What follows belongs to an exercise in optimizing a design on an open flow for small area; a production flow would make more cautious choices. Function was checked by simulation only, so behaviour that the tests miss may differ from the original. Power figures rest on the tool's default switching activity, not on a simulated workload.

### design/flow/design.v
module jtag_txn_seq #(
    parameter integer MAX_POLLS = 200    
) (
    input  wire        clk,
    input  wire        rst,
    input  wire        req_valid,
    output wire        req_ready,
    input  wire [3:0]  req_cmd,
    input  wire [31:0] req_addr,
    input  wire [31:0] req_wdata,
    output wire        rsp_valid,
    input  wire        rsp_ready,
    output wire [2:0]  rsp_status,
    output wire [1:0]  rsp_kind,
    output wire [31:0] rsp_rdata,
    output wire [31:0] rsp_idcode,
    output wire        rsp_dev_found,
    output wire [7:0]  rsp_dev_desc,
    output wire [7:0]  rsp_tp_err,
    output wire        port_suspect,
    input  wire        port_resync,
    output wire [31:0] seq_status,
    output wire [31:0] dbg_poll_count,
    output wire        tp_cmd_valid,
    input  wire        tp_cmd_ready,
    output reg  [1:0]  tp_cmd_op,
    output reg  [5:0]  tp_cmd_width,
    output reg  [31:0] tp_cmd_bits,
    input  wire        tp_rsp_valid,
    input  wire        tp_rsp_ok,
    input  wire [31:0] tp_rsp_bits,
    input  wire [7:0]  tp_rsp_err,
    output wire [10:0] cat_mfg_id,
    output wire [15:0] cat_part_id,
    input  wire        cat_found,
    input  wire [7:0]  cat_desc
);
    localparam [3:0] IR_STATUS      = 4'h8;
    localparam [3:0] IR_TXN_COMMAND = 4'h9;
    localparam [3:0] IR_ADDRESS     = 4'hA;
    localparam [3:0] IR_DATA        = 4'hB;
    localparam [3:0] IR_IDCODE      = 4'hC;
    localparam [3:0] TXN_WRITE_MEMORY = 4'h0;
    localparam [3:0] TXN_WRITE_CORE   = 4'h1;
    localparam [3:0] TXN_WRITE_AUX    = 4'h2;
    localparam [3:0] TXN_READ_MEMORY  = 4'h4;
    localparam [3:0] TXN_READ_CORE    = 4'h5;
    localparam [3:0] TXN_READ_AUX     = 4'h6;
    localparam integer STATUS_FL_BIT = 1;
    localparam integer STATUS_RD_BIT = 2;
    localparam [3:0] PH_IDLE        = 4'h0;
    localparam [3:0] PH_ID_SEL      = 4'h1;
    localparam [3:0] PH_ID_SHIFT    = 4'h2;
    localparam [3:0] PH_ADDR_SEL    = 4'h3;
    localparam [3:0] PH_ADDR_SHIFT  = 4'h4;
    localparam [3:0] PH_WDATA_SEL   = 4'h5;
    localparam [3:0] PH_WDATA_SHIFT = 4'h6;
    localparam [3:0] PH_CMD_SEL     = 4'h7;
    localparam [3:0] PH_CMD_SHIFT   = 4'h8;
    localparam [3:0] PH_STAT_SEL    = 4'h9;
    localparam [3:0] PH_STAT_POLL   = 4'hA;
    localparam [3:0] PH_RDATA_SEL   = 4'hB;
    localparam [3:0] PH_RDATA_SHIFT = 4'hC;
    localparam [3:0] PH_RESPOND     = 4'hD;
    localparam [3:0] PH_FAULT       = 4'hE;
    localparam [1:0] K_IDENTIFY = 2'b00;
    localparam [1:0] K_READ     = 2'b01;
    localparam [1:0] K_WRITE    = 2'b10;
    localparam [1:0] K_FAULT    = 2'b11;
    localparam [2:0] ST_OK        = 3'd0;
    localparam [2:0] ST_TXN_FAIL  = 3'd1;
    localparam [2:0] ST_TP_ERROR  = 3'd2;
    localparam [2:0] ST_POLL_LIM  = 3'd3;
    localparam [2:0] ST_CONTRACT  = 3'd4;
    localparam [1:0] OP_WRITE_IR = 2'b00;
    localparam [1:0] OP_READ_DR  = 2'b01;
    localparam [1:0] OP_WRITE_DR = 2'b10;
    reg [3:0]  phase;
    reg        waiting;         
    reg [1:0]  kind;
    reg [31:0] addr_q;
    reg [31:0] wdata_q;
    reg [3:0]  txn_code;
    reg [31:0] poll_count;
    reg [3:0]  last_status;
    reg        suspect;
    reg [2:0]  rsp_status_q;
    reg [1:0]  rsp_kind_q;
    reg [31:0] rsp_rdata_q;
    reg [31:0] rsp_idcode_q;
    reg        rsp_dev_found_q;
    reg [7:0]  rsp_dev_desc_q;
    reg [7:0]  rsp_tp_err_q;
    wire [1:0] req_op = req_cmd[1:0];
    wire [1:0] req_sp = req_cmd[3:2];
    wire       req_illegal = (req_op == 2'b11) || (req_op != 2'b00 && req_sp == 2'b11);
    reg [3:0] req_txn;
    always @(*) begin
        case ({req_op, req_sp})
            {K_READ,  2'b00}: req_txn = TXN_READ_MEMORY;
            {K_READ,  2'b01}: req_txn = TXN_READ_CORE;
            {K_READ,  2'b10}: req_txn = TXN_READ_AUX;
            {K_WRITE, 2'b00}: req_txn = TXN_WRITE_MEMORY;
            {K_WRITE, 2'b01}: req_txn = TXN_WRITE_CORE;
            {K_WRITE, 2'b10}: req_txn = TXN_WRITE_AUX;
            default:          req_txn = 4'h0;
        endcase
    end
    wire in_tp_phase = (phase >= PH_ID_SEL) && (phase <= PH_RDATA_SHIFT);
    always @(*) begin
        tp_cmd_op    = OP_WRITE_IR;
        tp_cmd_width = 6'd4;
        tp_cmd_bits  = 32'h0;
        case (phase)
            PH_ID_SEL:      tp_cmd_bits = {28'h0, IR_IDCODE};
            PH_ID_SHIFT:    begin tp_cmd_op = OP_READ_DR;  tp_cmd_width = 6'd32; end
            PH_ADDR_SEL:    tp_cmd_bits = {28'h0, IR_ADDRESS};
            PH_ADDR_SHIFT:  begin tp_cmd_op = OP_WRITE_DR; tp_cmd_width = 6'd32; tp_cmd_bits = addr_q; end
            PH_WDATA_SEL:   tp_cmd_bits = {28'h0, IR_DATA};
            PH_WDATA_SHIFT: begin tp_cmd_op = OP_WRITE_DR; tp_cmd_width = 6'd32; tp_cmd_bits = wdata_q; end
            PH_CMD_SEL:     tp_cmd_bits = {28'h0, IR_TXN_COMMAND};
            PH_CMD_SHIFT:   begin tp_cmd_op = OP_WRITE_DR; tp_cmd_width = 6'd4;  tp_cmd_bits = {28'h0, txn_code}; end
            PH_STAT_SEL:    tp_cmd_bits = {28'h0, IR_STATUS};
            PH_STAT_POLL:   begin tp_cmd_op = OP_READ_DR;  tp_cmd_width = 6'd4; end
            PH_RDATA_SEL:   tp_cmd_bits = {28'h0, IR_DATA};
            PH_RDATA_SHIFT: begin tp_cmd_op = OP_READ_DR;  tp_cmd_width = 6'd32; end
            default: ;
        endcase
    end
    assign tp_cmd_valid = in_tp_phase && !waiting;
    wire [3:0]  poll_bits   = tp_rsp_bits[3:0];
    wire        poll_fail   = poll_bits[STATUS_FL_BIT];
    wire        poll_ready  = !poll_fail && poll_bits[STATUS_RD_BIT];
    wire [31:0] poll_next   = (poll_count == 32'hFFFF_FFFF) ? poll_count : poll_count + 32'd1;
    wire        poll_limit  = (MAX_POLLS != 0) && (poll_next >= MAX_POLLS);
    assign cat_mfg_id  = tp_rsp_bits[11:1];
    assign cat_part_id = tp_rsp_bits[27:12];
    always @(posedge clk) begin
        if (rst) begin
            phase       <= PH_IDLE;
            waiting     <= 1'b0;
            poll_count  <= 32'h0;
            last_status <= 4'h0;
            suspect     <= 1'b1;
        end else begin
            case (phase)
                PH_IDLE: begin
                    if (port_resync)
                        suspect <= 1'b0;
                    if (req_valid) begin
                        poll_count  <= 32'h0;
                        last_status <= 4'h0;
                        waiting     <= 1'b0;
                        if (req_illegal) begin
                            rsp_status_q <= ST_CONTRACT;
                            rsp_kind_q   <= K_FAULT;
                            phase        <= PH_FAULT;
                        end else if (req_op == K_IDENTIFY) begin
                            kind  <= K_IDENTIFY;
                            phase <= PH_ID_SEL;
                        end else begin
                            kind     <= req_op;
                            addr_q   <= req_addr;
                            if (req_op == K_WRITE)
                                wdata_q <= req_wdata;
                            txn_code <= req_txn;
                            phase    <= PH_ADDR_SEL;
                        end
                    end
                end
                PH_RESPOND: begin
                    if (rsp_ready)
                        phase <= PH_IDLE;
                end
                PH_FAULT: ;
                default: begin
                    if (!waiting) begin
                        if (tp_cmd_ready)
                            waiting <= 1'b1;
                    end else if (tp_rsp_valid) begin
                        waiting <= 1'b0;
                        if (!tp_rsp_ok) begin
                            suspect      <= 1'b1;
                            rsp_status_q <= ST_TP_ERROR;
                            rsp_kind_q   <= kind;
                            rsp_tp_err_q <= tp_rsp_err;
                            phase        <= PH_RESPOND;
                        end else begin
                            case (phase)
                                PH_ID_SEL:      phase <= PH_ID_SHIFT;
                                PH_ID_SHIFT: begin
                                    rsp_status_q    <= ST_OK;
                                    rsp_kind_q      <= kind;
                                    rsp_idcode_q    <= tp_rsp_bits;
                                    rsp_dev_found_q <= cat_found;
                                    rsp_dev_desc_q  <= cat_desc;
                                    phase           <= PH_RESPOND;
                                end
                                PH_ADDR_SEL:    phase <= PH_ADDR_SHIFT;
                                PH_ADDR_SHIFT:  phase <= (kind == K_WRITE) ? PH_WDATA_SEL : PH_CMD_SEL;
                                PH_WDATA_SEL:   phase <= PH_WDATA_SHIFT;
                                PH_WDATA_SHIFT: phase <= PH_CMD_SEL;
                                PH_CMD_SEL:     phase <= PH_CMD_SHIFT;
                                PH_CMD_SHIFT:   phase <= PH_STAT_SEL;
                                PH_STAT_SEL:    phase <= PH_STAT_POLL;
                                PH_STAT_POLL: begin
                                    last_status <= poll_bits;
                                    poll_count  <= poll_next;
                                    if (poll_fail) begin
                                        rsp_status_q <= ST_TXN_FAIL;
                                        rsp_kind_q   <= kind;
                                        phase        <= PH_RESPOND;
                                    end else if (poll_ready) begin
                                        if (kind == K_READ) begin
                                            phase <= PH_RDATA_SEL;
                                        end else begin
                                            rsp_status_q <= ST_OK;
                                            rsp_kind_q   <= kind;
                                            phase        <= PH_RESPOND;
                                        end
                                    end else if (poll_limit) begin
                                        suspect      <= 1'b1;
                                        rsp_status_q <= ST_POLL_LIM;
                                        rsp_kind_q   <= kind;
                                        phase        <= PH_RESPOND;
                                    end
                                end
                                PH_RDATA_SEL:   phase <= PH_RDATA_SHIFT;
                                PH_RDATA_SHIFT: begin
                                    rsp_status_q <= ST_OK;
                                    rsp_kind_q   <= kind;
                                    rsp_rdata_q  <= tp_rsp_bits;
                                    phase        <= PH_RESPOND;
                                end
                                default: phase <= PH_FAULT;
                            endcase
                        end
                    end
                end
            endcase
        end
    end
    wire is_respond = (phase == PH_RESPOND);
    wire is_fault   = (phase == PH_FAULT);
    assign req_ready     = (phase == PH_IDLE);
    assign rsp_valid     = is_respond || is_fault;
    assign rsp_status    = rsp_status_q;
    assign rsp_kind      = rsp_kind_q;
    assign rsp_rdata     = rsp_rdata_q;
    assign rsp_idcode    = rsp_idcode_q;
    assign rsp_dev_found = rsp_dev_found_q;
    assign rsp_dev_desc  = rsp_dev_desc_q;
    assign rsp_tp_err    = rsp_tp_err_q;
    assign port_suspect  = suspect;
    assign dbg_poll_count = poll_count;
    wire id_ok = rsp_valid && (rsp_kind_q == K_IDENTIFY) && (rsp_status_q == ST_OK);
    assign seq_status = {14'h0,
                         rsp_valid ? rsp_kind_q : 2'b00,
                         last_status,
                         phase,
                         id_ok & rsp_dev_found_q,
                         rsp_valid ? rsp_status_q : 3'b000,
                         is_fault,
                         suspect,
                         rsp_valid,
                         in_tp_phase};
endmodule
### design/flow/run.sh
#!/bin/bash
# synth_recipe.tcl (not shown) runs the flow's synth.tcl, then flattens the netlist and writes it again
# the make line also repeats each setting of config.mk as NAME=value (left out here)
make -C /OpenROAD-flow-scripts/flow DESIGN_CONFIG=/design/flow/config.mk WORK_HOME=/design/flow/orfs CLKGATE_MAP_FILE= SYNTH_SCRIPT=/design/flow/synth_recipe.tcl finish
### design/flow/config.mk
export PLATFORM = sky130hd
export DESIGN_NAME = jtag_txn_seq
export DESIGN_NICKNAME = jtag_txn_seq
export VERILOG_FILES = /design/flow/design.v
export SDC_FILE = /design/flow/constraint.sdc
export NUM_CORES = 4
export LEC_CHECK = 0
export CAP_MARGIN = 20
export CORE_MARGIN = 2
export CORE_UTILIZATION = 40
export PLACE_DENSITY = 0.6
export SLEW_MARGIN = 20
### design/flow/constraint.sdc
create_clock -name core_clock -period 10.0 [get_ports {clk}]
set_input_delay 2.0000 -clock core_clock [delete_from_list [all_inputs] [get_ports {clk}]]
set_output_delay 2.0000 -clock core_clock [all_outputs]
set_load 0.01 [all_outputs]
==> metrics.md <==
| Metric | Value |
|---|---|
| Data required time of the critical path | 8.00 ns |
| Synth warnings | 1 |
| CP startpoint kind | flop |
| Cts bufs inserted | 17 |
| CTS Sinks | 197 |
| Cts hold-fix bufs | 0 |
| Sum of net half-perimeters after detailed placement | 19500 microns |
| Hold_ws | 0.499 ns |
| Pwr dens | 184 nW/um^2 |
| Routability-driven placement congestion ratio | 0.891 |
| Tot GR Track Use | 0.228 |
| CTS resizes | 0 |
| Final net count | 1157 |
| Fmax | 187 MHz |
| Period utilization | 0.534 |
| Crit end category | output pin |
| Ys async rst share | 0 |
| Largest net degree at the start of global routing | 49 |
| Post-CTS setup buffers | 0 |
| Final worst path period need | 5.34 ns |
| TNS Setup | 0 ns |
| Layout Skew | 0.0172 ns |
| Dpl cell area | 12200 sq um |
| Placeable Area | 21900 sq um |
| Combinational Power Share | 0.297 |
| Num rows | 54 |
| Maxcap violations | 0 |
| Cell variety after synth | 77 |
| Prevailing post-synth register cell | edfxtp_1 |
| Root Buffer Master | clkbuf_16 |
| Min-Delay Path Class | flop to flop |
| Seq pwr share | 0.420 |
| First-pass GRT wire length | 41100 microns |
| Synthesized cell area | 8930 sq um |
| Synth Instances | 755 |
| FILL cells | 1849 |
| Final core utilization | 0.581 |
| I/O Buffers | 327 |
| Die X | 153 microns |
| Slew HR | 0.307 |
| Drt pass-1 iters | 5 |
| DRC | 0 |
| Most frequent cell after synthesis | edfxtp_1 |
| Clock buffer depth | 2 |
| Worst skew pair latency | 0.44 ns |
| Routed len/inst | 20.5 microns |
| Internal | 1.57 mW |
| P_leak | 4.20 nW |
| Worst-Margin Slew | 1.04 ns |
| Clk pwr share | 0.284 |
| TritonCTS clock tree | done |
| Via density | 5.39 |
| Clk slew on worst S/H paths | 0.08 ns |
| Sequential-to-total area share from yosys stat | 0.616 |
| Status | no timing/DRC/antenna violations |
| Design Area, Final | 12700 sq um |
| Yosys top cell area share | 0.521 |
| Final Setup Violations | 0 |
| Average footprint of a synthesized cell | 11.8 sq um |
| Setup WS post-layout | 4.66 ns |
| Initial DRC Count | 434 |
| Remaining antenna violation count | 0 |
| Vias in the first global route | 6889 |
| VDD IR max | 0.123 mV |
| Final Hold Vio Count | 0 |
| Grt ovf | 0 |
| Pre-CTS WS | 4.66 ns |
| Tot Pwr | 2.34 mW |
| Boundary Pins | 346 |
| H-tree levels | 4 |
| Layout cells sized above 1 | 0.0662 |
| Net Sw Frac | 0.328 |
| Synth top area cells | edfxtp_1, dfxtp_1, buf_4 |
| Via Count | 7131 |
| RSZ-0062 raised after global routing | false |
| Post-synthesis register bit count | 197 |
| Initial antenna violation count | 1 |
| CP Max Fanout | 26 |
| Switching power | 0.768 mW |
| P&R area growth vs syn | 42.5% |
| Most frequent cells after synthesis | edfxtp_1, nor2_1, buf_4 |
| Die ar. | 23500 sq um |
| Slew Viols, Final | 0 |
| Crit path DAT | 3.34 ns |
| CP Class | flop to output pin |
| Post-Layout Cell Count | 1324 |
| Placed insts | 1292 |
| Initial Util | 0.408 |
| EDFF count, synth | 155 |
| Die height | 153 microns |
| Routed WL | 27200 microns |
| Most area-hungry cell type in the Yosys netlist | edfxtp_1 |
==> worst paths after layout <==
path / from / end / slack (ns) / depth (start not counted)
worst min register to register: last_status[3]$_SDFFE_PP0P_ / last_status[3]$_SDFFE_PP0P_ / 0.50 / 2
worst min-delay path: last_status[3]$_SDFFE_PP0P_ / last_status[3]$_SDFFE_PP0P_ / 0.50 / 2
worst max-delay path: phase[0]$_SDFFE_PP0P_ / tp_cmd_valid / 4.66 / 5
worst max register to register: poll_count[0]$_SDFFE_PP0P_ / rsp_kind_q[1]$_SDFFCE_PP1P_ / 5.79 / 9
==> cell families after synthesis <==
kind of cell	Yosys count	share of synthesized area
AOI/OAI and AO/OA	174	0.141
xor gates and xnor gates	13	0.0128
adders and majority gates	1	0.00140
buffers and inverters	112	0.0701
DFF	197	0.616
muxes	5	0.00589
other	1	0.000420
and+or+nand+nor	252	0.153
==> metal layers <==
metal / part of all wire / GRT usage / wire length (microns)
met1: 0.41 / 0.288 / 11200
met2: 0.48 / 0.371 / 13100
met3: 0.087 / 0.0831 / 2370
met4: 0.017 / 0.0642 / 456
met5: 0 / 0 / 0
==> layout by cell type, fill, tap and decap left out, types with 4 or more instances in the layout <==
cell	synthesis	final
a21boi_0	4	4
a21oi_1	39	39
a22oi_1	11	11
dfxtp_1	42	42
xor2_1	4	4
buf_4	50	11
nand2_1	41	41
nor3_1	27	23
inv_1	12	12
nor2b_1	5	5
a311oi_1	15	15
inv_8	0	5
nand2b_1	4	4
nand3_1	28	28
nor3b_1	5	4
and2_1	11	11
nor4_1	11	10
xnor2_1	9	9
nor2_1	58	57
nor3_2	0	4
nand4_1	17	17
conb_1	1	18
edfxtp_1	155	155
and4_1	4	4
or3_1	8	8
clkdlybuf4s50_1	0	326
clkbuf_16	0	17
a31oi_1	11	11
and3_1	9	9
o21ai_0	23	23
a22o_1	30	30
a211oi_1	4	4
o22ai_1	4	4
==> state kept, by name, summed over array words and instances, names as in the netlist, 2 cells and up <==
name / flops
addr_q: 32
poll_count: 32
rsp_idcode_q: 32
rsp_rdata_q: 32
wdata_q: 32
rsp_dev_desc_q: 8
rsp_tp_err_q: 8
last_status: 4
phase: 4
rsp_status_q: 3
txn_code: 3
kind: 2
rsp_kind_q: 2
==> power by group through the flow <==
stage	combinational, mW	sequential [mW]	clock [mW]
after floorplan	0.382	0.961	0
after global placement	0.698	1.00	0
after detailed placement	0.692	1.00	0
after CTS	0.700	0.982	0.679
after global routing	0.748	0.991	0.708
final	0.694	0.983	0.664
==> cell type report <==
cell class | instances | area [sq um] | share of cell area
clock inverter | 13 | 133 | 0.0104
multi-input combinational | 463 | 2910 | 0.229
antenna | 1 | 2.50 | 0.000197
inverter | 14 | 52.6 | 0.00413
clock buffer | 18 | 429 | 0.0337
tap | 280 | 350 | 0.0275
timing repair buffer | 338 | 3350 | 0.263
sequential | 197 | 5500 | 0.432
==> critical path, stage by stage, from the launching register on <==
cell	delay, ns
dfxtp_1	0.96
clkinv_1	0.52
nand3_1	0.42
inv_2	0.19
nor3_1	0.20
clkdlybuf4s50_1	0.61

## re-timing with driven ports
In the flow no input, the clock included, has a driving cell. The finished layout below was timed again as built, in two steps.
Step 1 sets driving cells, clkbuf_16 on the clock port and buf_2 on the other inputs (assumed; they add their load-dependent delay and slew).
Step 2 also shifts input and output timing later by t, the mid clock arrival at the registers, as if the neighbouring blocks saw the same clock.
a / b / c = ideal / step 1 / step 2; a / b = the first two.
shift t [ns]: 0.477
setup slack, ns: 4.658 / 4.613 / 4.654
clock arrival spread, ns: 0.018 / 0.018
After both steps this run still meets setup and hold. For this run, drivers alone change the setup slack by -0.045 ns; drivers and shift together by -0.004 ns.
